Source: an optimization exercise on an open RTL-to-GDS flow (aim: small area, a short achievable clock period and few clock cycles). Production flows keep margins and buffers that such runs may drop.
Where RTL was checked, it was by simulation tests only, not by an equivalence proof against the original.
Only the layout flow was run in runs 1, 2, 5 and 6; the RTL was not checked for function there.
Power figures rest on the tool's default switching activity, not on a simulated workload.

<file path="config.mk">
export PLATFORM = sky130hd
export DESIGN_NAME = spa
export DESIGN_NICKNAME = spa
export VERILOG_FILES = /design/flow/design.v
export SDC_FILE = /design/flow/constraint.sdc
export NUM_CORES = 4
export LEC_CHECK = 0
export CAP_MARGIN = 20
export CORE_MARGIN = 2
export CORE_UTILIZATION = 40
export SETUP_SLACK_MARGIN = 5
export SLEW_MARGIN = 20
</file>
<file path="constraint.sdc">
create_clock -name core_clock -period 10.0 [get_ports {clk}]
set_input_delay 2.0000 -clock core_clock [delete_from_list [all_inputs] [get_ports {clk}]]
set_output_delay 2.0000 -clock core_clock [all_outputs]
set_load 0.01 [all_outputs]
</file>
<file path="design.v">
module spa (
  input  wire        clk,
  input  wire        rst,         
  output wire        ready,       
  input  wire        reg_rd,
  input  wire        reg_wr,
  input  wire [7:0]  reg_addr,
  input  wire [31:0] reg_wdata,
  output reg  [31:0] rdata,
  input  wire        cmd_valid,
  input  wire [63:0] cmd_word,
  output wire        err_o
);
  localparam [31:0] ID_VALUE     = 32'h5350_4131;
  localparam [31:0] CONFIG_VALUE = 32'h0000_0610;
  localparam integer MK = 4;                   
  localparam integer DK = 1;                   
  localparam integer MC = 32 / MK;             
  localparam integer DC = (33 + DK - 1) / DK;  
  localparam integer QW = DC * DK;             
  localparam [5:0]   MC_LAST = MC - 1;
  localparam [5:0]   DC_LAST = DC - 1;
  reg [31:0] pos;
  reg [15:0] frac;
  reg [31:0] delta;
  reg [31:0] lbeg;
  reg [31:0] lend;
  reg        dir;           
  reg        stopped;
  reg        disowned;
  reg [5:0]  handle;
  reg [2:0]  status;        
  reg        err;           
  reg [63:0] chact;
  reg          busy;
  reg          ph_m, ph_m0, ph_p1, ph_p2, ph_d, ph_f;
  reg [5:0]    cnt;
  reg          is_nl, is_fw, is_pp, back;
  reg          illegal;
  reg          lorder;      
  reg [31:0]   len;         
  reg          fin;         
  reg [32:0]   A;
  reg [QW-1:0] Q;
  assign ready = ~busy;
  assign err_o = err;
  wire acc_wr  = ~busy & reg_wr;
  wire acc_cmd = ~busy & cmd_valid;
  wire [32+MK-1:0] mul_sum = {{MK{1'b0}}, A[31:0]} + delta * Q[MK-1:0];
  reg [32:0]   d_a;
  reg [QW-1:0] d_q;
  reg [33:0]   d_sh;
  reg [33:0]   d_df;
  integer k;
  always @* begin
    d_a = A;
    d_q = Q;
    for (k = 0; k < DK; k = k + 1) begin
      d_sh = {d_a, d_q[QW-1]};
      d_df = d_sh + ({2'b00, len} ^ {34{~d_a[32]}}) + {33'd0, ~d_a[32]};
      d_a  = d_df[32:0];
      d_q  = {d_q[QW-2:0], ~d_df[33]};
    end
  end
  wire [31:0] r4716 = {A[15:0], Q[31:16]};
  wire        c48   = back & ~|r4716 & (Q[15:0] < ~frac);
  wire        rneg  = A[32];                  
  wire        q0    = Q[0];
  wire        sel_b = is_fw | (q0 ^ back);    
  reg  [33:0] xa, xb;
  reg         xinv, xc;
  always @* begin
    if (ph_m0) begin
      xa = {2'b00, lend};
      xb = {2'b00, lbeg};
      xinv = 1'b1;
      xc   = 1'b1;
    end else if (ph_p1) begin
      xa = {2'b00, pos};
      xb = {1'b0, c48, r4716};
      xinv = back;
      xc   = back;
    end else if (ph_p2) begin
      xa = back ? {2'b00, lbeg} : {2'b00, A[31:0]};
      xb = back ? {A[32], A} : {2'b00, lend};
      xinv = 1'b1;
      xc   = 1'b1;
    end else begin
      xa = (sel_b ^ rneg) ? {2'b00, lbeg} : {2'b00, lend};
      xb = {A[32], A};
      xinv = ~sel_b;
      xc   = 1'b0;
    end
  end
  wire [33:0] xs = xa + (xb ^ {34{xinv}}) + {33'd0, xc};
  wire bnd     = ~xs[33];
  wire lzero   = ~|len;
  wire f_lord  = ~illegal & ~is_nl & bnd & lorder;
  wire f_ppz   = ~illegal & is_pp & bnd & ~lorder & lzero;
  wire f_any   = illegal | f_lord | f_ppz;
  wire [15:0] f1 = back ? ~Q[15:0] : Q[15:0];
  reg [31:0] rd_val;
  always @* begin
    case (reg_addr[7:2])
      6'h00:   rd_val = pos;
      6'h01:   rd_val = {16'd0, frac};
      6'h02:   rd_val = delta;
      6'h03:   rd_val = lbeg;
      6'h04:   rd_val = lend;
      6'h05:   rd_val = {30'd0, stopped, dir};
      6'h06:   rd_val = {disowned, 25'd0, handle};
      6'h07:   rd_val = {29'd0, status};
      6'h08:   rd_val = ID_VALUE;
      6'h09:   rd_val = CONFIG_VALUE;
      6'h10:   rd_val = chact[31:0];
      6'h11:   rd_val = chact[63:32];
      default: rd_val = 32'd0;
    endcase
  end
  always @(posedge clk) rdata <= rd_val;
  always @(posedge clk) begin
    if (acc_cmd) begin
      is_nl   <= (cmd_word[1:0] == 2'd0);
      is_fw   <= (cmd_word[1:0] == 2'd1);
      is_pp   <= (cmd_word[1:0] == 2'd2);
      back    <= (cmd_word[1:0] == 2'd2) & dir;
      illegal <= (cmd_word[1:0] == 2'b11) | (|cmd_word[31:2]);
      Q[31:0] <= cmd_word[63:32];
      A       <= {17'd0, ((cmd_word[1:0] == 2'd2) & dir) ? ~frac : frac};
    end else if (ph_m) begin
      A       <= {1'b0, mul_sum[32+MK-1:MK]};
      Q[31:0] <= {mul_sum[MK-1:0], Q[31:MK]};
    end else if (ph_p1) begin
      A <= xs[32:0];
    end else if (ph_p2) begin
      A <= 33'd0;
      Q <= xs[QW-1:0];
    end else if (ph_d) begin
      A <= d_a;
      Q <= d_q;
    end
    if (ph_m0) begin
      len    <= xs[31:0];
      lorder <= xs[33];
    end
  end
  always @(posedge clk) begin
    if (rst) begin
      pos      <= 32'd0;
      frac     <= 16'd0;
      delta    <= 32'd0;
      lbeg     <= 32'd0;
      lend     <= 32'd0;
      dir      <= 1'b0;
      stopped  <= 1'b0;
      disowned <= 1'b0;
      handle   <= 6'd0;
      status   <= 3'd0;
      err      <= 1'b0;
      chact    <= 64'd0;
      busy     <= 1'b0;
      ph_m     <= 1'b0;
      ph_m0    <= 1'b0;
      ph_p1    <= 1'b0;
      ph_p2    <= 1'b0;
      ph_d     <= 1'b0;
      ph_f     <= 1'b0;
      cnt      <= 6'd0;
      fin      <= 1'b0;
    end else begin
      if (acc_wr) begin
        case (reg_addr[7:2])
          6'h00: pos   <= reg_wdata;
          6'h01: frac  <= reg_wdata[15:0];
          6'h02: delta <= reg_wdata;
          6'h03: lbeg  <= reg_wdata;
          6'h04: lend  <= reg_wdata;
          6'h05: begin
            dir     <= reg_wdata[0];
            stopped <= reg_wdata[1];
          end
          6'h06: begin
            handle   <= reg_wdata[5:0];
            disowned <= reg_wdata[31];
          end
          6'h07: begin
            status <= status & ~reg_wdata[2:0];
            err    <= |(status & ~reg_wdata[2:0]);
          end
          6'h10: chact[31:0]  <= reg_wdata;
          6'h11: chact[63:32] <= reg_wdata;
          default: ;
        endcase
      end
      ph_m0 <= acc_cmd;
      ph_p2 <= ph_p1;
      ph_f  <= ph_d & (cnt == DC_LAST);
      if (acc_cmd) begin
        busy <= 1'b1;
        ph_m <= 1'b1;
        cnt  <= 6'd0;
      end else if (ph_m) begin
        cnt <= (cnt == MC_LAST) ? 6'd0 : cnt + 6'd1;
        if (cnt == MC_LAST) begin
          ph_m  <= 1'b0;
          ph_p1 <= 1'b1;
        end
      end else if (ph_d) begin
        cnt <= cnt + 6'd1;
        if (cnt == DC_LAST) ph_d <= 1'b0;
      end
      if (ph_p1) ph_p1 <= 1'b0;
      if (ph_p2) ph_d  <= 1'b1;
      if (ph_f)  busy  <= 1'b0;
      if (ph_p2) begin
        status <= status | {f_ppz, f_lord, illegal};
        err    <= err | f_any;
        fin    <= ~f_any & ~is_nl & bnd & ~lzero;
        if (~f_any) begin
          frac <= f1;
          if (is_nl) begin
            if (bnd) begin
              stopped <= 1'b1;
              if (!disowned) chact[handle] <= 1'b0;
              else           pos <= A[31:0];
            end else begin
              pos <= A[31:0];
            end
          end else if (!bnd) begin
            pos <= A[31:0];
          end else if (is_fw & lzero) begin
            pos <= 32'd0;
          end
        end
      end
      if (ph_f & fin) begin
        pos <= xs[31:0];
        if (is_pp & ~q0) begin
          dir  <= ~dir;
          frac <= ~frac + 16'd1;
        end
      end
    end
  end
endmodule
</file>
<file path="run.sh">
#!/bin/bash
# synth_recipe.tcl (not shown) runs the flow's synth.tcl, then flattens the netlist and writes it again
# the make line also repeats each setting of config.mk as NAME=value (left out here)
make -C /OpenROAD-flow-scripts/flow DESIGN_CONFIG=/design/flow/config.mk WORK_HOME=/design/flow/orfs CLKGATE_MAP_FILE= SYNTH_SCRIPT=/design/flow/synth_recipe.tcl finish
</file>
==> impl_metrics.yaml, run 1 <==
pwr:
  power_frac_seq_pct: 30.1
  irDropWorstVdd_uv: 131
  power_density_nw_per_um2: 184
  clockPowerShare_pct: 29.4
  combPwrFrac_pct: 40.6
  power_mw: 6.31
  power.switching_mw: 2.56
  swShare_pct: 40.5
  leakage_nw: 13.3
  p_int_mw: 3.75
detailed_routing:
  drt_iter0_markers: 3708
  drc: 0
  ant_nets: 0
  via_count: 29161
  wl_per_cell_um: 25.9
  drt_wl_total_um: 122000
  drtPass1Iterations: 7
  routed_via_density: 6.21
cts:
  cts_tree: "yes"
  clk_pin_slew_ns: 0.07
  cts_max_path_buffers: 3
  clock_sinks: 371
  numCtsBuffers: 46
  clkLatencyLatePin_ns: 0.62
  root_buffer: "clkbuf_16"
  hold_buffers: 0
  h-tree-depth: 2
setup_path:
  rr_endpoint: "A[22]$_SDFFE_PP0P_"
  reg2reg_depth: 15
  cp_top_family: "adder cells"
  r2r-start: "delta[6]$_SDFFE_PP0P_"
  crit_path_max_fanout: 7
  cp_cell_sequence: "nand2_1 > fa_1 > inv_1 > fa_1 > fa_1 > ha_2 > a21o_1 > a21oi_1 > or3b_4 > o311ai_4 > nand2_2 > a221o_1 > a211o_1 > a21boi_0 > o31ai_1"
  critPathSlowestCell: "dfxtp_1"
  path_buf_inv: 1
  setup.worst_path.start: "delta[6]$_SDFFE_PP0P_"
  r2r_setup_slack_ns: 4.95
  cp-end-kind: "flip-flop"
  max_stage_delay_ns: 0.59
  worstPathRequired_ns: 10.50
  cpMostUsedCell: "fa_1"
  crit_arrival_ns: 5.55
  startpoint_type: "flip-flop"
  crit_type: "reg -> reg"
outcome:
  run_status: "no timing/DRC/antenna violations"
logic_synthesis:
  ys_seq_area_share_pct: 28.7
  ys_ff_latch: 371
  synth_nets: 3987
  synth-main-ff-cell: "dfxtp_1"
  synth_edf_count: 87
  synthTopCellsByArea: "dfxtp_1 (20%), edfxtp_1 (9.0%), nand2_1 (8.8%), a21oi_1 (6.6%), fa_1 (6.5%)"
  synthDistinctLibCells: 91
  syn_avg_cell_area_um2: 7.92
  async_reset_ff_share_pct: 0
  yosysTopAreaCell: "dfxtp_1"
  postSynthCellCount: 3655
  synthesis.area_um2: 28900
  synth_top_area_share_pct: 19.6
  yosysWarnings: 1
hold_path:
  hp-class: "reg -> reg"
  min-delay-start: "chact[3]$_SDFF_PP0_"
  hold_path_end: "chact[3]$_SDFF_PP0_"
  min_path_cells: 2
layout:
  seqCellArea_um2: 8310
  n_fill_cell: 6990
  area_growth_pct: 18.2
  nNetsFinal: 4034
  layout-drive-gt1-share_pct: 9.60
  final_core_util_pct: 47.8
  multiInputGateArea_um2: 19900
timing:
  fin_skew_ns: 0.0242
  final-max-slew-violation-count: 0
  finalHoldViolCount: 0
  slew_headroom_pct: 18.6
  worst_pin_slew_ns: 1.20
  final.setup.tns_ns: 0
  fin_crit_sh_pct: 50.5
  period_needed_ns: 5.05
  fin_ws_ns: 4.95
  grt_setup_unrepaired: "true"
  fmax_ghz: 0.198
  final-setup-viol-count: 0
placement:
  place_ws_ns: 3.67
  portBuffers: 139
  dp_hpwl_um: 85800
  gp_congestion: 0.956
floorplan:
  die-area_um2: 74500
  io_pins: 143
  dieHeight_um: 273
  die_x_um: 273
  core_area_um2: 71600
  rows: 98
  initial_core_util_pct: 40.4
global_routing:
  gr-total-overflow: 0
  grt_pass1_wl_um: 175000
  grt.total_usage_pct: 31.1
  grt_pass1_vias: 26469
  antenna_found_initial: 1
  grt_max_degree: 161
flow_run:
  max-cap-violations: 0
==> layout by cell type, fill, tap and decap left out, types with 18 or more instances in the layout <==
cell type        instances
nor4_1                  32
clkbuf_16               51
nor2b_1                 35
mux2_2                  27
nand2_1                675
mux2i_1                 94
o21ai_0                155
ha_1                   123
and2_1                  58
clkdlybuf4s50_1        137
nor2_1                 273
buf_12                  18
a22oi_1                 48
o21a_1                  21
xor2_1                  78
fa_1                    92
and3_1                  22
buf_4                   79
o22a_1                  34
nand4_1                 21
dfxtp_1                279
xnor2_1                 98
a211oi_1                41
nor3_1                  43
a221oi_1                93
nand3_1                 63
a2bb2oi_1               26
or3_1                   19
o211ai_1                22
a21oi_1                369
edfxtp_1                87
a21o_1                  41
inv_1                  108
==> per-layer routing <==
layer / global-route usage (%) / up-vias / routed length [µm]
met1: 41.8 / 14085 / 49000
met2: 48.4 / 1584 / 54100
met3: 5.13 / 318 / 11600
met4: 15.5 / 0 / 6820
li1: - / 13174 / -
met5: 0 / - / 0
==> worst max path at each step <==
| stage | to | slack, ns | cells past startpoint |
|---|---|---|---|
| after floorplan | Q[22]$_DFFE_PP_ | 5.01 | 17 |
| after global routing | Q[22]$_DFFE_PP_ | 4.73 | 22 |
| after global placement | Q[24]$_DFFE_PP_ | 3.68 | 16 |
| after detailed placement | Q[24]$_DFFE_PP_ | 3.67 | 16 |
| after CTS | Q[22]$_DFFE_PP_ | 5.00 | 22 |
| final | A[22]$_SDFFE_PP0P_ | 4.95 | 15 |
==> cell families after synthesis <==
group | synth area share, %
AND/OR/NAND/NOR | 20.0
AO/OA/AOI/OAI | 24.0
buffers and inverters | 4.95
flip-flops | 28.7
adder cells (fa/ha/maj) | 12.1
XOR/XNOR | 5.84
multiplexers | 4.38
==> worst reg2reg max path: stages, from the launching register on <==
cell and delay, ns:
dfxtp_1 0.59, nand2_1 0.18, fa_1 0.56, inv_1 0.05, fa_1 0.45, fa_1 0.52
ha_2 0.33, a21o_1 0.19, a21oi_1 0.12, or3b_4 0.45, o311ai_4 0.42, nand2_2 0.17
a221o_1 0.34, a211o_1 0.30, a21boi_0 0.21, o31ai_1 0.09
==> Yosys cell counts, types with 14 or more instances <==
cell and count:
mux2i_1 94, xor2_1 85, inv_1 110, a21o_1 42, dfxtp_1 284, a21oi_1 379
o22a_1 34, buf_1 24, a22oi_1 48, mux2_2 27, clkbuf_1 218, nor2b_1 38
and3_1 24, nor2_1 280, xnor2_1 108, nor3_1 46, nand2_1 681, o21ai_0 165
edfxtp_1 87, nand4_1 21, o21a_1 23, fa_1 94, a2bb2oi_1 26, nor4_1 32
a31oi_1 14, ha_1 129, or3_1 19, a211oi_1 50, nand3_1 67, and2_1 61
o211ai_1 22, a221oi_1 94
==> flip-flops by register name, indices dropped and copies added, names as in the netlist, 3 cells and up <==
register  cells
cnt           6
A            33
Q            33
lbeg         32
lend         32
delta        32
handle        6
frac         16
chact        64
status        3
pos          32
rdata        32
len          32
==> final cells by class <==
type | count | area share [%]
antenna | 4 | 0.0292
clock buffer | 66 | 3.90
clock inverter | 19 | 0.867
inverter | 112 | 1.24
multi-input combinational | 2914 | 58.3
sequential | 371 | 24.3
tap | 950 | 3.47
timing repair buffer | 257 | 7.91
==> power groups by stage <==
stage / registers, mW / clock network [mW] / logic, mW
2_1_floorplan: 1.79 / 0 / 1.39
3_3_place_gp: 1.92 / 0 / 2.09
3_5_place_dp: 1.92 / 0 / 2.09
4_1_cts: 1.89 / 1.86 / 2.25
5_1_grt: 1.90 / 1.92 / 2.69
6_report: 1.90 / 1.85 / 2.56
==> stage by stage <==
| step | hold WS [ns] | std cells | cell area, µm² |
|---|---|---|---|
| 6_report | 0.472 | 4693 | 34200 |
| 5_1_grt | 0.492 | 4689 | 34200 |
| 4_1_cts | 0.474 | 4655 | 33300 |
| 3_5_place_dp | 0.464 | 4542 | 31000 |
| 3_3_place_gp | 0.460 | 4542 | 31000 |
| 2_1_floorplan | 0.415 | 3655 | 28900 |
==> repair_timing <==
item / 4_1_cts / 5_1_grt
endpoints found under the setup margin: 198 / 169
gates cloned: 3 / 5
buffers inserted: 25 / 29
pin swaps: 16 / 43
gates resized for setup: 71 / 99
==> run 2, diff against run 1 <==
==> flow/run.sh (new file) <==
#!/bin/bash
set -euo pipefail
bash standard.sh SETUP_SLACK_MARGIN=6.5 finish > standard_flow.log 2>&1
==> standard.sh (new file) <==
#!/bin/bash
# synth_recipe.tcl (not shown) runs the flow's synth.tcl, then flattens the netlist and writes it again
# the make line also repeats each setting of config.mk as NAME=value (left out here)
make -C /OpenROAD-flow-scripts/flow DESIGN_CONFIG=/design/flow/config.mk WORK_HOME=/design/flow/orfs CLKGATE_MAP_FILE= SYNTH_SCRIPT=/design/flow/synth_recipe.tcl "${@:-finish}"
--- a/config.mk
+++ b/config.mk
@@ -8,5 +8,4 @@
 export CAP_MARGIN = 20
 export CORE_MARGIN = 2
 export CORE_UTILIZATION = 40
-export SETUP_SLACK_MARGIN = 5
 export SLEW_MARGIN = 20
removed: run.sh
==> run 2 against run 1 <==
Compared with the run above:
- still clean on timing, DRC and antenna
- clock skew is 0.022 ns higher
- global-route usage is 3.8 points higher
- power is 16% higher
- sequential cell count stayed put
- cell count is 4.3% higher
- non-clock buffer count is 204 higher
- maximum frequency is 1.7% higher
- synthesized cell count stayed put
- combinational power is 43% higher
- critical path depth is 8 higher
- core utilization is 6.9 points higher
==> impl_metrics.yaml, run 2 <==
layout:
  design_area_um2: 39100
  top_register: "chact"
  reg_top3: "chact (64), A (33), Q (33)"
  stdcell_count: 4896
  final_common_cell: "nand2_1"
  final_core_util_pct: 54.7
  layout-drive-gt1-share_pct: 22.0
  final_cell_mix: "nand2_1 (654), a21oi_1 (332), dfxtp_1 (272)"
  area_growth_pct: 35.3
  nNetsFinal: 4238
  largest_reg_flops: 64
cts:
  root_buffer: "clkbuf_16"
  clkLatencyLatePin_ns: 0.62
  numCtsBuffers: 45
  clock_sinks: 371
  clk_pin_slew_ns: 0.06
  hold_buffers: 0
  cts_max_path_buffers: 3
  cts_tree: "yes"
  h-tree-depth: 2
logic_synthesis:
  synth_nets: 3987
  yosysMostFrequentCell: "nand2_1"
  synth-main-ff-cell: "dfxtp_1"
  postSynthCellCount: 3655
  ys_seq_area_share_pct: 28.7
  synthesis.area_um2: 28900
  syn_avg_cell_area_um2: 7.92
  synth_edf_count: 87
  yosysTopAreaCell: "dfxtp_1"
  async_reset_ff_share_pct: 0
  ys_ff_latch: 371
  synthTopCellsByArea: "dfxtp_1 (20%), edfxtp_1 (9.0%), nand2_1 (8.8%), a21oi_1 (6.6%), fa_1 (6.5%)"
  synthDistinctLibCells: 91
  synth_top_area_share_pct: 19.6
  yosysWarnings: 1
  yosys-top-cells-count: "nand2_1 (681), a21oi_1 (379), dfxtp_1 (284)"
placement:
  portBuffers: 139
  placed_cell_area_um2: 31900
  dp_hpwl_um: 87100
  gp_congestion: 0.984
  place_inst: 4542
  place_ws_ns: 3.94
timing:
  fin_crit_sh_pct: 49.7
  worst_pin_slew_ns: 1.34
  final.setup.tns_ns: 0
  final-max-slew-violation-count: 0
  fmax_ghz: 0.201
  slew_headroom_pct: 10.8
  hold_slack_ns: 0.474
  period_needed_ns: 4.97
  final-setup-viol-count: 0
  fin_skew_ns: 0.0464
  fin_ws_ns: 5.03
  finalHoldViolCount: 0
  grt_setup_unrepaired: "true"
pwr:
  combPwrFrac_pct: 50.3
  leakage_nw: 15.0
  power.switching_mw: 2.99
  clockPowerShare_pct: 23.9
  power_density_nw_per_um2: 186
  power_mw: 7.30
  p_int_mw: 4.31
  swShare_pct: 41.0
  irDropWorstVdd_uv: 124
  power_frac_seq_pct: 25.8
detailed_routing:
  wl_per_cell_um: 28.0
  ant_nets: 0
  drt_wl_total_um: 137000
  via_count: 31228
  drtPass1Iterations: 6
  routed_via_density: 6.38
  drt_iter0_markers: 4273
  drc: 0
setup_path:
  crit_type: "reg -> reg"
  r2r-start: "back$_DFFE_PP_"
  cp-end-kind: "flip-flop"
  setup.worst_path.start: "back$_DFFE_PP_"
  rr_endpoint: "Q[21]$_DFFE_PP_"
  path_buf_inv: 8
  max_stage_delay_ns: 0.42
  startpoint_type: "flip-flop"
  worstPathRequired_ns: 10.35
  cp_top_family: "compound AO/OA/AOI/OAI gates"
  reg2reg_depth: 23
  crit_path_max_fanout: 6
  r2r_setup_slack_ns: 5.03
  cp_cell_sequence: "buf_12 > buf_12 > xor2_4 > nor2_2 > xnor2_1 > a21oi_2 > buf_12 > buf_6 > buf_4 > o22a_1 > ha_4 > o21a_1 > a211o_1 > a21oi_4 > buf_6 > buf_4 > buf_6 > a21oi_4 > a221o_1 > a21oi_4 > xnor2_4 > a211oi_1 > o21ai_1"
  critPathSlowestCell: "edfxtp_1"
  crit_arrival_ns: 5.31
global_routing:
  grt_pass1_wl_um: 194000
  antenna_found_initial: 3
  grt_max_degree: 95
  grt.total_usage_pct: 34.9
  grt_pass1_vias: 29028
  gr-total-overflow: 0
floorplan:
  core_area_um2: 71600
  die_x_um: 273
  dieHeight_um: 273
  rows: 98
  die-area_um2: 74500
  io_pins: 143
  initial_core_util_pct: 40.4
hold_path:
  hp-class: "reg -> reg"
  min-delay-start: "chact[3]$_SDFF_PP0_"
  hold_path_end: "chact[3]$_SDFF_PP0_"
  min_path_cells: 2
flow_run:
  max-cap-violations: 0
outcome:
  run_status: "no timing/DRC/antenna violations"
==> run 2: cell count changes in the layout (fill, tap and decap cells not counted), moves of 24 or more <==
cell / change
a2bb2oi_2: +25
a2bb2oi_1: -25
a221oi_1: -71
ha_1: -42
o21ai_1: +31
a221oi_2: +71
buf_4: +93
a21oi_2: +25
ha_4: +45
a21oi_1: -37
buf_6: +59
o21ai_0: -42
buf_12: +24
==> run 2: worst max path at each step <==
stage               depth (start not counted)              endpoint
floorplan                                  18    A[22]$_SDFFE_PP0P_
global placement                           17  chact[19]$_SDFF_PP0_
detailed placement                         17  chact[24]$_SDFF_PP0_
CTS                                        21       Q[22]$_DFFE_PP_
global route                               21       Q[31]$_DFFE_PP_
finish                                     23       Q[21]$_DFFE_PP_
==> run 2: layout make-up <==
type / instances / area (µm²)
clock buffer: 63 / 1250
clock inverter: 21 / 265
timing repair buffer: 461 / 5300
sequential: 371 / 8320
antenna: 3 / 7.51
multi-input combinational: 2915 / 22400
fill: 6459 / 32500
inverter: 112 / 424
tap: 950 / 1190
==> run 2: cells by family (layout without fill, tap and decap cells) <==
logic type / count (synthesis) / count (layout) / share of synthesized area [%]
AND/OR/NAND/NOR: 1321 / 1323 / 20.0
XOR/XNOR: 193 / 193 / 5.84
AO/OA/AOI/OAI: 1054 / 1054 / 24.0
flip-flops: 371 / 371 / 28.7
adder cells (fa/ha/maj): 223 / 223 / 12.1
other: 0 / 3 / 0
buffers and inverters: 371 / 657 / 4.95
multiplexers: 122 / 122 / 4.38
==> run 2: routing by layer <==
| layer | vias up | global-route usage [%] | wire length (µm) |
|---|---|---|---|
| met5 | - | 0 | 9 |
| met4 | 2 | 22.7 | 11300 |
| met3 | 609 | 7.52 | 16400 |
| met2 | 2072 | 52.0 | 57800 |
| met1 | 14944 | 45.7 | 51400 |
| li1 | 13601 | - | - |
==> run 2: power groups by stage <==
stage	combinational, mW	clock (mW)	sequential, mW
6_report	3.67	1.74	1.89
3_5_place_dp	2.24	0	1.92
3_3_place_gp	2.25	0	1.92
4_1_cts	3.14	1.74	1.89
2_1_floorplan	1.48	0	1.79
5_1_grt	3.78	1.80	1.88
==> run 2: worst min-delay path: stages, from the launching register on <==
cell      delay (ns)
dfxtp_1         0.30
nand2_1         0.07
a221oi_2        0.05
==> run 2: what timing repair did <==
item | CTS | global route
resized for setup | 416 | 176
hold endpoints to repair | 0 | 0
gates cloned | 25 | 3
setup endpoints to repair | 395 | 278
setup buffers | 163 | 76
pin swaps | 189 | 134
==> run 3, diff against run 2 <==
--- a/design.v
+++ b/design.v
@@ -14,7 +14,7 @@
   localparam [31:0] ID_VALUE     = 32'h5350_4131;
   localparam [31:0] CONFIG_VALUE = 32'h0000_0610;
   localparam integer MK = 4;                   
-  localparam integer DK = 1;                   
+  localparam integer DK = 2;                   
   localparam integer MC = 32 / MK;             
   localparam integer DC = (33 + DK - 1) / DK;  
   localparam integer QW = DC * DK;             
@@ -33,6 +33,7 @@
   reg        err;           
   reg [63:0] chact;
   reg          busy;
+  reg          rdy;         
   reg          ph_m, ph_m0, ph_p1, ph_p2, ph_d, ph_f;
   reg [5:0]    cnt;
   reg          is_nl, is_fw, is_pp, back;
@@ -42,7 +43,7 @@
   reg          fin;         
   reg [32:0]   A;
   reg [QW-1:0] Q;
-  assign ready = ~busy;
+  assign ready = rdy;
   assign err_o = err;
   wire acc_wr  = ~busy & reg_wr;
   wire acc_cmd = ~busy & cmd_valid;
@@ -159,6 +160,7 @@
       err      <= 1'b0;
       chact    <= 64'd0;
       busy     <= 1'b0;
+      rdy      <= 1'b1;
       ph_m     <= 1'b0;
       ph_m0    <= 1'b0;
       ph_p1    <= 1'b0;
@@ -197,6 +199,7 @@
       ph_f  <= ph_d & (cnt == DC_LAST);
       if (acc_cmd) begin
         busy <= 1'b1;
+        rdy  <= 1'b0;
         ph_m <= 1'b1;
         cnt  <= 6'd0;
       end else if (ph_m) begin
@@ -211,7 +214,10 @@
       end
       if (ph_p1) ph_p1 <= 1'b0;
       if (ph_p2) ph_d  <= 1'b1;
-      if (ph_f)  busy  <= 1'b0;
+      if (ph_f) begin
+        busy <= 1'b0;
+        rdy  <= 1'b1;
+      end
       if (ph_p2) begin
         status <= status | {f_ppz, f_lord, illegal};
         err    <= err | f_any;
==> run.sh (new file) <==
#!/bin/bash
# synth_recipe.tcl (not shown) runs the flow's synth.tcl, then flattens the netlist and writes it again
# the make line also repeats each setting of config.mk as NAME=value (left out here)
make -C /OpenROAD-flow-scripts/flow DESIGN_CONFIG=/design/flow/config.mk WORK_HOME=/design/flow/orfs CLKGATE_MAP_FILE= SYNTH_SCRIPT=/design/flow/synth_recipe.tcl finish
removed: flow/run.sh
removed: standard.sh
==> run 3 against run 2 <==
Compared with the run above:
- synthesized cell count up 7.0%
- global-route usage is 4.0 points lower
- maximum frequency fell by 37%
- die area grew 5.9%
- design area down 12%
- non-clock buffer count down 248
- clock skew down 0.023 ns
- clock power barely moved
- setup slack worse by 3.0 ns
- power up 52%
- clock-buffer cell count up 1
- largest power group unchanged
==> impl_metrics.yaml, run 3 <==
global_routing:
  grt_pass1_vias: 28219
  grt-busiest-layer: "met2"
  grt.total_usage_pct: 31.0
  gr-total-overflow: 0
  grt_pass1_wl_um: 185000
  grtUsageMet3_pct: 5.27
  use_met2_pct: 47.9
  antenna_found_initial: 4
  grt_max_degree: 103
  use_met1_pct: 41.2
timing:
  worst_pin_slew_ns: 1.26
  slew_headroom_pct: 15.7
  fin_skew_ns: 0.0232
  grt_setup_unrepaired: "false"
  fin_ws_ns: 2.07
  fin_crit_sh_pct: 79.3
  final.setup.tns_ns: 0
  fmax_ghz: 0.126
  final-max-slew-violation-count: 0
  finalHoldViolCount: 0
  final-setup-viol-count: 0
  period_needed_ns: 7.93
setup_path:
  max_stage_delay_ns: 0.80
  rr_endpoint: "A[24]$_SDFFE_PP0P_"
  crit_cells: 22
  r2r-start: "A[32]$_SDFFE_PP0P_"
  critPathSlowestCell: "dfxtp_2"
  crit_arrival_ns: 8.40
  r2r_setup_slack_ns: 2.07
  cp_cell_sequence: "buf_4 > xnor2_1 > ha_1 > nand4_1 > a2111oi_1 > nand2_1 > a31oi_1 > o211a_1 > inv_1 > mux2_2 > fa_1 > a21o_1 > a21o_1 > a2111oi_0 > o31ai_1 > a31oi_1 > o211ai_1 > a31oi_1 > a21oi_1 > xor2_1 > a2111oi_0 > nor3_1"
  crit_type: "reg -> reg"
  crit_path_max_fanout: 19
  startpoint_type: "flip-flop"
  setup.worst_path.start: "A[32]$_SDFFE_PP0P_"
  worstPathRequired_ns: 10.47
  reg2reg_depth: 22
  path_buf_inv: 2
  cp_top_family: "compound AO/OA/AOI/OAI gates"
  cp-end-kind: "flip-flop"
  cpMostUsedCell: "a31oi_1"
  cp-endpoint: "A[24]$_SDFFE_PP0P_"
cts:
  hold_buffers: 0
  clock_sinks: 373
  clk_pin_slew_ns: 0.06
  root_buffer: "clkbuf_16"
  clkLatencyLatePin_ns: 0.63
  cts_tree: "yes"
  numCtsBuffers: 47
  h-tree-depth: 2
  cts_max_path_buffers: 3
  cts_resized: 0
  post-cts-setup-buffer-count: 0
logic_synthesis:
  ys_ff_latch: 373
  ys_seq_area_share_pct: 27.2
  synthTopCellsByArea: "dfxtp_1 (19%), edfxtp_1 (8.6%), nand2_1 (8.3%), a21oi_1 (6.7%), ha_1 (6.6%)"
  postSynthCellCount: 3910
  synth-main-ff-cell: "dfxtp_1"
  yosys-top-cells-count: "nand2_1 (679), a21oi_1 (411), nor2_1 (311)"
  syn_avg_cell_area_um2: 7.84
  yosysWarnings: 1
  synthesis.area_um2: 30700
  synth_edf_count: 88
  synthDistinctLibCells: 82
  async_reset_ff_share_pct: 0
  yosysTopAreaCell: "dfxtp_1"
  synth_nets: 4275
  synth_top_area_share_pct: 18.6
  yosysMostFrequentCell: "nand2_1"
floorplan:
  dieHeight_um: 281
  initial_core_util_pct: 40.4
  rows: 101
  die_x_um: 281
  io_pins: 143
  core_area_um2: 75900
  die-area_um2: 78900
pwr:
  leakage_nw: 13.5
  power.switching_mw: 5.59
  swShare_pct: 50.3
  p_int_mw: 5.52
  combPwrFrac_pct: 65.1
  clockPowerShare_pct: 15.9
  power_mw: 11.1
  irDropWorstVdd_uv: 279
  power_frac_seq_pct: 19.0
  power_density_nw_per_um2: 321
detailed_routing:
  drc: 0
  drt_iter0_markers: 3550
  drtPass1Iterations: 8
  via_count: 30618
  wl_per_cell_um: 25.1
  drt_wl_total_um: 125000
  ant_nets: 0
  routed_via_density: 6.16
layout:
  final_common_cell: "nand2_1"
  top_register: "chact"
  stdcell_count: 4969
  layout-drive-gt1-share_pct: 6.61
  area_growth_pct: 12.7
  design_area_um2: 34600
  nNetsFinal: 4264
  final_cell_mix: "nand2_1 (676), a21oi_1 (410), nor2_1 (308)"
  reg_top3: "chact (64), Q (34), A (33)"
  largest_reg_flops: 64
placement:
  dp_hpwl_um: 91300
  portBuffers: 139
  place_inst: 4879
  placed_cell_area_um2: 33000
  gp_congestion: 0.966
  place_ws_ns: 2.25
flow_run:
  max-cap-violations: 0
hold_path:
  hp-class: "reg -> reg"
outcome:
  run_status: "no timing/DRC/antenna violations"
-- run 3: cell count changes after synthesis, sizes merged, moves of 34 or more --
cell | before | now
a222oi | 8 | 50
nor3 | 47 | 81
a22o | 8 | 46
xnor2 | 108 | 182
mux2i | 94 | 37
-- run 3: layout make-up --
cell class	count	area, µm²
Fill cell	7648	41400
Multi-Input combinational cell	3140	20900
Sequential cell	373	8360
Timing Repair Buffer	213	1950
Clock buffer	64	1340
Tap cell	1030	1290
Inverter	124	465
Clock inverter	22	235
Antenna cell	3	7.51
-- run 3: stage by stage --
step / util [%] / hold WS [ns]
floorplan: - / 0.448
global placement: 43.4 / 0.461
detailed placement: 43.4 / 0.463
CTS: 45.5 / 0.474
global route: 45.5 / 0.492
finish: 45.5 / 0.477
-- run 3: tightest hold or removal path, stage by stage, from the launching register on --
cell,delay (ns)
dfxtp_1,0.31
nand2_1,0.05
a221oi_1,0.06
-- run 3: how the worst min path moves through the flow --
stage / start / end / slack (ns) / cells after the start
2_1_floorplan: chact[44]$_SDFF_PP0_ / rdata[12]$_SDFF_PN0_ / 0.45 / 2
3_3_place_gp: chact[4]$_SDFF_PP0_ / chact[4]$_SDFF_PP0_ / 0.46 / 2
3_5_place_dp: chact[54]$_SDFF_PP0_ / chact[54]$_SDFF_PP0_ / 0.46 / 2
4_1_cts: chact[54]$_SDFF_PP0_ / chact[54]$_SDFF_PP0_ / 0.47 / 2
5_1_grt: chact[36]$_SDFF_PP0_ / chact[36]$_SDFF_PP0_ / 0.49 / 2
6_report: chact[36]$_SDFF_PP0_ / chact[36]$_SDFF_PP0_ / 0.48 / 2
-- run 3: cells by family (layout without fill, tap and decap cells) --
logic type                 after synthesis  in the layout  synth area share [%]
adders and majority gates              256            256                  12.8
DFF                                    373            373                  27.2
AOI/OAI and AO/OA                     1135           1135                  24.4
buffers and inverters                  397            423                  4.94
muxes                                   86             86                  3.12
other                                    0              3                     0
xor gates and xnor gates               258            258                  7.37
and+or+nand+nor                       1405           1405                  20.2
-- run 3: power groups by stage --
stage               registers, mW  logic (mW)  clock network [mW]
floorplan                    1.93        4.86                   0
global placement             2.13        7.02                   0
detailed placement           2.13        7.00                   0
CTS                          2.09        7.06                1.79
global route                 2.11        7.72                1.85
finish                       2.11        7.23                1.77
-- run 3: routing by layer --
layer,wire (µm),vias up
met3,11300,349
met4,7830,4
met5,27,-
met2,54700,1707
li1,-,13964
met1,51100,14594
Testbench counts of run 3, summed over its fixed seeds: cycles 97,156.
==> run 4, diff against run 3 <==
--- a/config.mk
+++ b/config.mk
@@ -8,4 +8,5 @@
 export CAP_MARGIN = 20
 export CORE_MARGIN = 2
 export CORE_UTILIZATION = 40
+export SETUP_SLACK_MARGIN = 5
 export SLEW_MARGIN = 20
==> run 4 against run 3 <==
Compared with the run above:
- die area is the same
- register-to-register slack gained 2.3 ns
- cell count grew 4.4%
- combinational power grew 48%
- power grew 31%
- sequential power shrank 5%
- maximum frequency grew 42%
- largest power group unchanged
- first-iteration DRC count grew 28%
- via count grew 6.0%
- global-route usage grew 2.3 points
==> impl_metrics.yaml, run 4 <==
outcome:
  run_status: "no timing/DRC/antenna violations"
layout:
  area_growth_pct: 28.4
  layout-drive-gt1-share_pct: 17.8
  final_cell_mix: "nand2_1 (672), a21oi_1 (379), nor2_1 (297)"
  top_register: "chact"
  nNetsFinal: 4484
  largest_reg_flops: 64
  final_core_util_pct: 51.8
  design_area_um2: 39400
  reg_top3: "chact (64), Q (34), A (33)"
  final_common_cell: "nand2_1"
cts:
  clk_pin_slew_ns: 0.06
  root_buffer: "clkbuf_16"
  h-tree-depth: 2
  numCtsBuffers: 46
  clock_sinks: 373
  cts_tree: "yes"
  clkLatencyLatePin_ns: 0.62
  cts_max_path_buffers: 3
setup_path:
  cp-end-kind: "flip-flop"
  startpoint_type: "flip-flop"
  r2r_setup_slack_ns: 4.40
  max_stage_delay_ns: 0.37
  reg2reg_depth: 26
  critPathSlowestCell: "fa_2"
  rr_endpoint: "A[32]$_SDFFE_PP0P_"
  crit_path_max_fanout: 8
  worstPathRequired_ns: 10.47
  r2r-start: "A[32]$_SDFFE_PP0P_"
  setup.worst_path.start: "A[32]$_SDFFE_PP0P_"
  crit_type: "reg -> reg"
  crit_arrival_ns: 6.07
timing:
  fin_skew_ns: 0.0216
  finalHoldViolCount: 0
  final-setup-viol-count: 0
  slew_headroom_pct: 18.9
  grt_setup_unrepaired: "true"
  final.setup.tns_ns: 0
  fmax_ghz: 0.179
  final-max-slew-violation-count: 0
  worst_pin_slew_ns: 1.22
  period_needed_ns: 5.60
  hold_slack_ns: 0.478
  fin_crit_sh_pct: 56.0
pwr:
  power.switching_mw: 6.99
  irDropWorstVdd_uv: 424
  clockPowerShare_pct: 12.8
  swShare_pct: 48.0
  power_density_nw_per_um2: 370
  power_frac_seq_pct: 13.8
  combPwrFrac_pct: 73.4
  leakage_nw: 15.4
  p_int_mw: 7.56
logic_synthesis:
  synthTopCellsByArea: "dfxtp_1 (19%), edfxtp_1 (8.6%), nand2_1 (8.3%), a21oi_1 (6.7%), ha_1 (6.6%)"
  synth_nets: 4275
  yosysMostFrequentCell: "nand2_1"
  synthesis.area_um2: 30700
  ys_seq_area_share_pct: 27.2
  synth-main-ff-cell: "dfxtp_1"
  yosysWarnings: 1
  yosysTopAreaCell: "dfxtp_1"
  postSynthCellCount: 3910
  async_reset_ff_share_pct: 0
  yosys-top-cells-count: "nand2_1 (679), a21oi_1 (411), nor2_1 (311)"
  ys_ff_latch: 373
  synthDistinctLibCells: 82
  synth_top_area_share_pct: 18.6
  synth_edf_count: 88
  syn_avg_cell_area_um2: 7.84
flow_run:
  max-cap-violations: 0
placement:
  placed_cell_area_um2: 33000
  gp_congestion: 0.962
  portBuffers: 139
  dp_hpwl_um: 90100
detailed_routing:
  ant_nets: 0
  drt_iter0_markers: 4546
  drtPass1Iterations: 9
  routed_via_density: 6.26
  wl_per_cell_um: 26.4
  drt_wl_total_um: 137000
  via_count: 32455
  drc: 0
global_routing:
  grt_max_degree: 92
  antenna_found_initial: 6
  grt.total_usage_pct: 33.3
  grt_pass1_vias: 29876
  gr-total-overflow: 0
  grt_pass1_wl_um: 197000
hold_path:
  hp-class: "reg -> reg"
  min_path_cells: 2
  min-delay-start: "chact[24]$_SDFF_PP0_"
  hold_path_end: "chact[24]$_SDFF_PP0_"
floorplan:
  dieHeight_um: 281
  die-area_um2: 78900
  initial_core_util_pct: 40.4
  io_pins: 143
  rows: 101
  die_x_um: 281
  core_area_um2: 75900
run 4: cell counts after synthesis:
No cell type changed its count.
run 4: kinds of logic (layout without fill, tap and decap cells):
family | after synthesis | count (layout) | synth area share [%]
flops | 373 | 373 | 27.2
buf+inv | 397 | 643 | 4.94
xor+xnor | 258 | 258 | 7.37
compound gates | 1135 | 1136 | 24.4
other cells | 0 | 1 | 0
mux | 86 | 86 | 3.12
fa+ha+maj | 256 | 256 | 12.8
simple gates | 1405 | 1405 | 20.2
run 4: final cells by class:
cell class / instances / area (µm²)
Fill cell: 7096 / 36600
Multi-Input combinational cell: 3141 / 22900
Sequential cell: 373 / 8370
Timing Repair Buffer: 433 / 4740
Clock buffer: 62 / 1290
Tap cell: 1030 / 1290
Inverter: 124 / 477
Clock inverter: 24 / 347
Antenna cell: 1 / 2.50
run 4: worst max path at each step:
| stage | endpoint | slack (ns) | cells past startpoint |
|---|---|---|---|
| floorplan | A[24]$_SDFFE_PP0P_ | 4.96 | 25 |
| global placement | chact[59]$_SDFF_PP0_ | 3.14 | 21 |
| detailed placement | chact[57]$_SDFF_PP0_ | 3.10 | 21 |
| CTS | A[24]$_SDFFE_PP0P_ | 4.57 | 23 |
| global route | A[32]$_SDFFE_PP0P_ | 4.27 | 25 |
| finish | A[32]$_SDFFE_PP0P_ | 4.40 | 26 |
run 4: power groups by stage:
stage / Sequential [mW] / Combinational (mW) / Clock [mW]
finish: 2.01 / 10.7 / 1.86
global route: 2.02 / 11.1 / 1.92
CTS: 2.01 / 9.10 / 1.86
detailed placement: 2.12 / 7.05 / 0
global placement: 2.12 / 7.05 / 0
floorplan: 1.93 / 4.98 / 0
run 4: critical path, delay by kind of cell, from the launching register on:
kind                     cells  cell delay, ns
AO/OA/AOI/OAI               11            2.14
XOR/XNOR                     1            0.13
adder cells (fa/ha/maj)      2            0.69
buffers and inverters        6            0.83
flip-flops                   1            0.36
multiplexers                 1            0.28
AND/OR/NAND/NOR              5            1.01
run 4: stage by stage:
| step | worst slack (ns) | total power, mW | cells |
|---|---|---|---|
| after CTS | 4.57 | 13.0 | 5132 |
| after global placement | 3.14 | 9.17 | 4875 |
| after floorplan | 4.96 | 6.91 | 3910 |
| after detailed placement | 3.10 | 9.17 | 4875 |
| after global routing | 4.27 | 15.1 | 5188 |
| final | 4.40 | 14.6 | 5188 |
run 4: per-layer routing:
metal | track usage [%] | share of wire (%) | up-vias
li1 | - | - | 14466
met2 | 50.8 | 43 | 2005
met5 | 0 | 0.026 | -
met4 | 18.6 | 6.8 | 6
met1 | 43.9 | 39 | 15511
met3 | 6.73 | 11 | 467
run 4: timing repair:
action	in CTS	in global routing
resized for setup	289	177
endpoints found under the setup margin	185	164
buffers inserted	148	53
pin swaps	154	203
hold buffers	0	0
gates cloned	23	2
hold endpoints to repair	0	0
==> run 5, diff against run 4 <==
--- a/design.v
+++ b/design.v
@@ -40,6 +40,8 @@
   reg          illegal;
   reg          lorder;      
   reg [31:0]   len;         
+  reg [33:0]   len3;        
+  reg          ph_m1;
   reg          fin;         
   reg [32:0]   A;
   reg [QW-1:0] Q;
@@ -48,21 +50,17 @@
   wire acc_wr  = ~busy & reg_wr;
   wire acc_cmd = ~busy & cmd_valid;
   wire [32+MK-1:0] mul_sum = {{MK{1'b0}}, A[31:0]} + delta * Q[MK-1:0];
-  reg [32:0]   d_a;
-  reg [QW-1:0] d_q;
-  reg [33:0]   d_sh;
-  reg [33:0]   d_df;
-  integer k;
-  always @* begin
-    d_a = A;
-    d_q = Q;
-    for (k = 0; k < DK; k = k + 1) begin
-      d_sh = {d_a, d_q[QW-1]};
-      d_df = d_sh + ({2'b00, len} ^ {34{~d_a[32]}}) + {33'd0, ~d_a[32]};
-      d_a  = d_df[32:0];
-      d_q  = {d_q[QW-2:0], ~d_df[33]};
-    end
-  end
+  wire        d_s0  = A[32];
+  wire [33:0] d_r1  = {A, Q[QW-1]} + ({2'b00, len} ^ {34{~d_s0}}) + {33'd0, ~d_s0};
+  wire [34:0] d_4r  = {A, Q[QW-1], Q[QW-2]};
+  wire [34:0] d_kp  = d_s0 ? {3'b000, len} : ~{1'b0, len3};
+  wire [34:0] d_kn  = d_s0 ? {1'b0, len3} : ~{3'b000, len};
+  wire [34:0] d_cp  = d_4r + d_kp + {34'd0, ~d_s0};
+  wire [34:0] d_cn  = d_4r + d_kn + {34'd0, ~d_s0};
+  wire        d_n1  = d_r1[33];
+  wire [34:0] d_r2  = d_n1 ? d_cn : d_cp;
+  wire [32:0]   d_a = d_r2[32:0];
+  wire [QW-1:0] d_q = {Q[QW-3:0], ~d_n1, ~d_r2[34]};
   wire [31:0] r4716 = {A[15:0], Q[31:16]};
   wire        c48   = back & ~|r4716 & (Q[15:0] < ~frac);
   wire        rneg  = A[32];                  
@@ -76,6 +74,11 @@
       xb = {2'b00, lbeg};
       xinv = 1'b1;
       xc   = 1'b1;
+    end else if (ph_m1) begin
+      xa = {2'b00, len};
+      xb = {1'b0, len, 1'b0};
+      xinv = 1'b0;
+      xc   = 1'b0;
     end else if (ph_p1) begin
       xa = {2'b00, pos};
       xb = {1'b0, c48, r4716};
@@ -144,6 +147,7 @@
       len    <= xs[31:0];
       lorder <= xs[33];
     end
+    if (ph_m1) len3 <= xs;
   end
   always @(posedge clk) begin
     if (rst) begin
@@ -163,6 +167,7 @@
       rdy      <= 1'b1;
       ph_m     <= 1'b0;
       ph_m0    <= 1'b0;
+      ph_m1    <= 1'b0;
       ph_p1    <= 1'b0;
       ph_p2    <= 1'b0;
       ph_d     <= 1'b0;
@@ -195,6 +200,7 @@
         endcase
       end
       ph_m0 <= acc_cmd;
+      ph_m1 <= ph_m0;
       ph_p2 <= ph_p1;
       ph_f  <= ph_d & (cnt == DC_LAST);
       if (acc_cmd) begin
==> run 5 against run 4 <==
Compared with the run above:
- sequential cell count increased by 35
- routed wire length up 8.3%
- design area is 3.9% higher
- die area rose by 8.1%
- clock-buffer cell count is 11 higher
- combinational power shrank about 60%
- register-to-register slack improved by 0.05 ns
- largest cell class unchanged
- largest power group unchanged
==> impl_metrics.yaml, run 5 <==
outcome:
  run_status: "no timing/DRC/antenna violations"
cts:
  cts_max_path_buffers: 3
  clkLatencyLatePin_ns: 0.64
  root_buffer: "clkbuf_16"
  h-tree-depth: 2
  hold_buffers: 0
  clk_pin_slew_ns: 0.06
  cts_tree: "yes"
  numCtsBuffers: 49
  clock_sinks: 408
detailed_routing:
  drt_iter0_markers: 4237
  drt_wl_total_um: 148000
  drtPass1Iterations: 7
  drc: 0
  routed_via_density: 6.31
  ant_nets: 0
  wl_per_cell_um: 27.1
  via_count: 34613
setup_path:
  rr_endpoint: "pos[24]$_SDFF_PP0_"
  crit_arrival_ns: 6.07
  crit_path_max_fanout: 8
  max_stage_delay_ns: 0.43
  setup.worst_path.start: "Q[0]$_DFFE_PP_"
  worstPathRequired_ns: 10.52
  r2r_setup_slack_ns: 4.45
  cp-endpoint: "pos[24]$_SDFF_PP0_"
  critPathSlowestCell: "edfxtp_1"
  cp-end-kind: "flip-flop"
  crit_cells: 29
  cpMostUsedCell: "buf_12"
  crit_type: "reg -> reg"
  startpoint_type: "flip-flop"
  reg2reg_depth: 29
  r2r-start: "Q[0]$_DFFE_PP_"
  path_buf_inv: 9
  cp_top_family: "compound AO/OA/AOI/OAI gates"
pwr:
  clockPowerShare_pct: 22.0
  p_int_mw: 4.73
  swShare_pct: 43.5
  irDropWorstVdd_uv: 127
  leakage_nw: 16.2
  combPwrFrac_pct: 51.4
  power_frac_seq_pct: 26.6
  power_density_nw_per_um2: 205
  power.switching_mw: 3.64
  power_mw: 8.37
layout:
  final_cell_mix: "nand2_1 (702), a21oi_1 (489), nor2_1 (318)"
  largest_reg_flops: 64
  reg_top3: "chact (64), Q (34), len3 (34)"
  diodes: 0
  nNetsFinal: 4780
  stdcell_count: 5487
  top_register: "chact"
  layout-drive-gt1-share_pct: 14.4
  design_area_um2: 40900
  final_common_cell: "nand2_1"
  final_core_util_pct: 49.8
  area_growth_pct: 23.3
floorplan:
  dieHeight_um: 292
  die_x_um: 292
  core_area_um2: 82100
  initial_core_util_pct: 40.4
  die-area_um2: 85200
  io_pins: 143
  rows: 105
placement:
  gp_congestion: 0.986
  dp_hpwl_um: 106000
  place_inst: 5238
  portBuffers: 139
  place_ws_ns: 2.83
  placed_cell_area_um2: 35600
logic_synthesis:
  yosysTopAreaCell: "dfxtp_1"
  yosys-top-cells-count: "nand2_1 (726), a21oi_1 (517), nor2_1 (335)"
  synth_mux_area_share_pct: 3.94
  postSynthCellCount: 4229
  yosys.area_share.simple_pct: 18.9
  ys_ff_latch: 408
  yosysWarnings: 1
  synth_compound_area_share_pct: 24.9
  synthTopCellsByArea: "dfxtp_1 (17%), edfxtp_1 (11%), nand2_1 (8.2%), a21oi_1 (7.8%), ha_1 (7.4%)"
  synthesis.area_um2: 33200
  yosys.area_share.xor_xnor_pct: 5.94
  ys_seq_area_share_pct: 28.3
  synthAdderAreaFrac_pct: 13.2
  synth_top_family_by_area: "compound AO/OA/AOI/OAI gates"
  synth-main-ff-cell: "dfxtp_1"
  yosysMostFrequentCell: "nand2_1"
  synth_top_area_share_pct: 17.3
  synth_edf_count: 122
  async_reset_ff_share_pct: 0
  synth_nets: 4630
  syn_avg_cell_area_um2: 7.84
  synthDistinctLibCells: 80
timing:
  grt_setup_unrepaired: "true"
  finalHoldViolCount: 0
  fmax_ghz: 0.180
  slew_headroom_pct: 19.5
  hold_slack_ns: 0.458
  fin_crit_sh_pct: 55.5
  worst_pin_slew_ns: 1.20
  final-setup-viol-count: 0
  final-max-slew-violation-count: 0
  fin_skew_ns: 0.0607
  period_needed_ns: 5.55
  fin_ws_ns: 4.45
  final.setup.tns_ns: 0
global_routing:
  grt.total_usage_pct: 33.1
  antenna_found_initial: 7
  grt_pass1_wl_um: 213000
  gr-total-overflow: 0
  grt_pass1_vias: 32093
  grt_max_degree: 103
flow_run:
  max-cap-violations: 0
hold_path:
  hp-class: "reg -> reg"
==> run 5: changes by cell type after synthesis, sizes merged, moves of 33 or more <==
cell | before | now
a211oi | 30 | 81
edfxtp | 88 | 122
a22o | 46 | 10
nand2 | 679 | 726
mux2i | 37 | 107
a221oi | 87 | 50
o21ai | 172 | 216
ha | 161 | 195
a21oi | 411 | 517
o22a | 33 | 0
a222oi | 50 | 13
xnor2 | 182 | 148
o22ai | 8 | 59
==> run 5: worst reg2reg max path: cells and delay by family, from the launching register on <==
family,cells,cell delay [ns]
adder cells (fa/ha/maj),1,0.37
AO/OA/AOI/OAI,10,1.73
flip-flops,1,0.43
buffers and inverters,9,1.32
AND/OR/NAND/NOR,7,1.33
XOR/XNOR,2,0.25
==> run 5: logic make-up after synthesis <==
| kind of cell | after synthesis |
|---|---|
| buffers and inverters | 413 |
| flip-flops | 408 |
| AND/OR/NAND/NOR | 1448 |
| XOR/XNOR | 223 |
| multiplexers | 128 |
| adder cells (fa/ha/maj) | 292 |
| AO/OA/AOI/OAI | 1317 |
==> run 5: worst min-delay path by stage <==
stage                              start                    to  slack [ns]  cells after the start
global placement        rdy$_SDFFE_PP1P_      rdy$_SDFFE_PP1P_        0.46                      1
detailed placement      rdy$_SDFFE_PP1P_      rdy$_SDFFE_PP1P_        0.45                      1
floorplan           chact[46]$_SDFF_PP0_  rdata[14]$_SDFF_PN0_        0.44                      2
finish                  rdy$_SDFFE_PP1P_      rdy$_SDFFE_PP1P_        0.46                      1
global route            rdy$_SDFFE_PP1P_      rdy$_SDFFE_PP1P_        0.49                      1
CTS                     rdy$_SDFFE_PP1P_      rdy$_SDFFE_PP1P_        0.46                      1
==> run 5: final cells by class <==
class	count	area (µm²)
multi-input combinational	3410	24000
tap	1070	1340
inverter	126	489
sequential	408	9410
timing repair buffer	384	4010
fill	7795	41200
clock buffer	73	1430
clock inverter	16	181
==> run 5: timing repair <==
| item | in CTS | in global routing |
|---|---|---|
| setup endpoints to repair | 235 | 208 |
| buffers inserted | 84 | 65 |
| resized for setup | 235 | 221 |
| gates cloned | 8 | 3 |
| pin swaps | 99 | 131 |
==> run 5: power by group through the flow <==
stage / sequential (mW) / combinational (mW) / clock [mW]
floorplan: 2.07 / 2.04 / 0
global placement: 2.24 / 3.17 / 0
detailed placement: 2.23 / 3.17 / 0
CTS: 2.20 / 3.76 / 1.85
global route: 2.22 / 4.51 / 1.92
finish: 2.23 / 4.31 / 1.84
==> run 5: metal layers <==
layer / vias to the layer above / global-route usage (%) / part of all wire [%]
li1: 15503 / - / -
met1: 16630 / 41.6 / 38
met2: 1900 / 52.2 / 45
met3: 572 / 6.23 / 9.2
met4: 8 / 21.5 / 7.5
met5: - / 0 / 0.034
==> run 6, diff against run 5 <==
--- a/design.v
+++ b/design.v
@@ -13,7 +13,7 @@
 );
   localparam [31:0] ID_VALUE     = 32'h5350_4131;
   localparam [31:0] CONFIG_VALUE = 32'h0000_0610;
-  localparam integer MK = 4;                   
+  localparam integer MK = 8;                   
   localparam integer DK = 2;                   
   localparam integer MC = 32 / MK;             
   localparam integer DC = (33 + DK - 1) / DK;  
==> run 6 against run 5 <==
Compared with the run above:
- critical endpoint is now frac[4]$_SDFF_PP0_
- via count is 13% higher
- combinational power is about 20% lower
- still clean on timing, DRC and antenna
- non-clock buffer count grew 57
- clock skew decreased by 0.0059 ns
==> impl_metrics.yaml, run 6 <==
pwr:
  power_mw: 7.56
  leakage_nw: 17.7
  irDropWorstVdd_uv: 134
  power_density_nw_per_um2: 164
cts:
  clock_sinks: 408
  cts_max_path_buffers: 3
  cts_tree: "yes"
  clk_pin_slew_ns: 0.06
  clkLatencyLatePin_ns: 0.65
  numCtsBuffers: 50
  root_buffer: "clkbuf_16"
  h-tree-depth: 2
global_routing:
  antenna_found_initial: 1
  grt_pass1_vias: 36205
  grt.total_usage_pct: 35.6
  grt_max_degree: 147
  grt_pass1_wl_um: 249000
  gr-total-overflow: 0
layout:
  nNetsFinal: 5362
  final_common_cell: "nand2_1"
  top_register: "chact"
  final_cell_mix: "nand2_1 (797), a21oi_1 (455), dfxtp_1 (271)"
  reg_top3: "chact (64), Q (34), len3 (34)"
  layout-drive-gt1-share_pct: 16.0
  largest_reg_flops: 64
  n_fill_cell: 8667
  final_core_util_pct: 50.1
  area_growth_pct: 23.9
floorplan:
  dieHeight_um: 309
  die_x_um: 309
  rows: 111
  core_area_um2: 91800
  io_pins: 143
  initial_core_util_pct: 40.4
  die-area_um2: 95300
detailed_routing:
  drt_iter0_markers: 5299
  ant_nets: 0
  drt_wl_total_um: 176000
  drtPass1Iterations: 7
  routed_via_density: 6.39
  drc: 0
  via_count: 39075
  wl_per_cell_um: 28.8
logic_synthesis:
  synthesis.area_um2: 37100
  postSynthCellCount: 4649
  yosysWarnings: 1
  yosys.area_share.xor_xnor_pct: 5.43
  synth_compound_area_share_pct: 23.2
  yosys.area_share.simple_pct: 18.6
  async_reset_ff_share_pct: 0
  synth-main-ff-cell: "dfxtp_1"
  synth_edf_count: 122
  synthAdderAreaFrac_pct: 18.9
  synthTopCellsByArea: "dfxtp_1 (15%), fa_1 (12%), edfxtp_1 (9.9%), nand2_1 (8.2%), ha_1 (7.1%)"
  synth_nets: 5187
  ys_ff_latch: 408
  yosysTopAreaCell: "dfxtp_1"
  syn_avg_cell_area_um2: 7.99
  synth_top_area_share_pct: 15.4
  synthDistinctLibCells: 88
  synth_top_family_by_area: "compound AO/OA/AOI/OAI gates"
  yosys-top-cells-count: "nand2_1 (813), a21oi_1 (504), dfxtp_1 (286), inv_1 (286), clkbuf_1 (273)"
  yosysMostFrequentCell: "nand2_1"
  ys_seq_area_share_pct: 25.3
  synth_mux_area_share_pct: 2.33
timing:
  worst_pin_slew_ns: 1.18
  slew_headroom_pct: 21.0
  final-max-slew-violation-count: 0
  fmax_ghz: 0.177
  period_needed_ns: 5.64
  fin_skew_ns: 0.0548
  final.setup.tns_ns: 0
  grt_setup_unrepaired: "true"
  finalHoldViolCount: 0
  final-setup-viol-count: 0
  fin_crit_sh_pct: 56.4
setup_path:
  crit_path_max_fanout: 11
  cpMostUsedCell: "buf_4"
  startpoint_type: "flip-flop"
  cp-end-kind: "flip-flop"
  max_stage_delay_ns: 0.50
  worstPathRequired_ns: 10.53
  crit_arrival_ns: 6.17
  path_buf_inv: 11
  crit_type: "reg -> reg"
  cp_top_family: "compound AO/OA/AOI/OAI gates"
  critPathSlowestCell: "a221o_2"
outcome:
  run_status: "no timing/DRC/antenna violations"
hold_path:
  hp-class: "reg -> reg"
placement:
  portBuffers: 139
  dp_hpwl_um: 123000
  gp_congestion: 1.05
flow_run:
  max-cap-violations: 0
## run 6: cell count changes after synthesis, sizes merged, moves of 45 or more
| cell | delta |
|---|---|
| and2 | +63 |
| nor2 | -90 |
| inv | +161 |
| fa | +121 |
| a21o | -45 |
| nand2 | +87 |
## run 6: where the power goes
part | leakage [nW] | internal [mW] | switching, mW
logic | 13.3 | 1.33 | 2.10
registers | 3.48 | 1.87 | 0.178
clock network | 0.900 | 1.25 | 0.836
total | 17.7 | 4.45 | 3.11
## run 6: worst reg2reg max path, delay by kind of cell (launching register included)
kind / cells / cell delay [ns]
AND/OR/NAND/NOR: 4 / 0.44
AO/OA/AOI/OAI: 14 / 2.64
adder cells (fa/ha/maj): 1 / 0.40
XOR/XNOR: 1 / 0.35
buffers and inverters: 11 / 1.38
flip-flops: 1 / 0.36
## run 6: cell families after synthesis
family,Yosys count
AO/OA/AOI/OAI,1348
XOR/XNOR,228
buffers and inverters,612
flip-flops,408
multiplexers,84
adder cells (fa/ha/maj),429
AND/OR/NAND/NOR,1540
## run 6: stage by stage
step	std cells	hold WS [ns]	setup slack, ns	instance area [µm²]
2_1_floorplan	4649	0.448	5.01	37200
3_3_place_gp	5786	0.462	3.19	39600
3_5_place_dp	5786	0.466	3.13	39600
4_1_cts	6020	0.478	4.53	44300
5_1_grt	6108	0.495	4.20	46000
6_report	6112	0.477	4.36	46000
## run 6: final timing paths
kind	from	to	slack [ns]	cells past startpoint
setup / recovery	Q[0]$_DFFE_PP_	frac[4]$_SDFF_PP0_	4.36	31
hold / removal	chact[29]$_SDFF_PP0_	chact[29]$_SDFF_PP0_	0.48	2
setup reg to reg	Q[0]$_DFFE_PP_	frac[4]$_SDFF_PP0_	4.36	31
hold reg to reg	chact[29]$_SDFF_PP0_	chact[29]$_SDFF_PP0_	0.48	2
## run 6: metal layers
layer | track usage [%] | share of wire, % | wire (µm) | vias up
li1 | - | - | - | 16749
met1 | 45.7 | 37 | 65500 | 18922
met2 | 52.7 | 42 | 73800 | 2663
met3 | 8.80 | 12 | 21400 | 737
met4 | 24.1 | 8.8 | 15400 | 4
met5 | 0 | 0.040 | 71 | -
## run 6: layout make-up
cell class,instances,area [µm²],area share (%)
multi-input combinational,3635,27600,60.0
sequential,408,9420,20.5
timing repair buffer,441,4470,9.72
tap,1243,1560,3.38
clock buffer,69,1450,3.14
inverter,288,1080,2.35
clock inverter,24,407,0.884
antenna,4,10.0,0.0218
## run 6: repair_timing
| item | CTS | global route |
|---|---|---|
| cloned | 12 | 7 |
| endpoints found under the setup margin | 223 | 190 |
| pin swaps | 117 | 124 |
| endpoints found under the hold margin | 0 | 0 |
| gates resized for setup | 325 | 209 |
| hold buffers | 0 | 0 |
| setup buffers | 129 | 80 |

-- separate check: timing with driven ports --
No port has a modelled driver above. Below, the same layouts with a new extraction and two added sets of constraints. Step 1, drivers: a clkbuf_16 drives clk and a buf_2 each remaining input, both assumed. Step 2, shift: input delay + t, output delay - t, t = (earliest + latest rising clock arrival at the registers) / 2. This alone moves slack from input paths to output paths. Three values: ideal ports, drivers, drivers and shift; two values: the first two.
| run | t (ns) | slack for setup (ns) | hold slack, ns | latest minus earliest clock arrival (ns) | worst register clock-pin slew, ns |
|---|---|---|---|---|---|
| run 1 | 0.674 | 4.947 / 4.947 / 4.675 | 0.472 / 0.472 / 0.472 | 0.024 / 0.024 | 0.07 / 0.07 |
| run 2 | 0.657 | 5.033 / 5.033 / 5.033 | 0.474 / 0.474 / 0.474 | 0.046 / 0.047 | 0.07 / 0.07 |
| run 3 | 0.686 | 2.071 / 2.071 / 2.071 | 0.477 / 0.477 / 0.477 | 0.023 / 0.023 | 0.06 / 0.06 |
| run 4 | 0.679 | 4.404 / 4.404 / 4.404 | 0.478 / 0.478 / 0.478 | 0.022 / 0.021 | 0.07 / 0.07 |
| run 5 | 0.673 | 4.451 / 4.451 / 4.451 | 0.458 / 0.458 / 0.458 | 0.061 / 0.061 | 0.07 / 0.07 |
| run 6 | 0.698 | 4.360 / 4.360 / 4.360 | 0.477 / 0.477 / 0.477 | 0.055 / 0.054 | 0.07 / 0.07 |
After both steps every run listed still meets setup and hold. The setup slack of run 1, which loses most, moves by 0.000 ns with the drivers and by -0.272 ns with both steps.
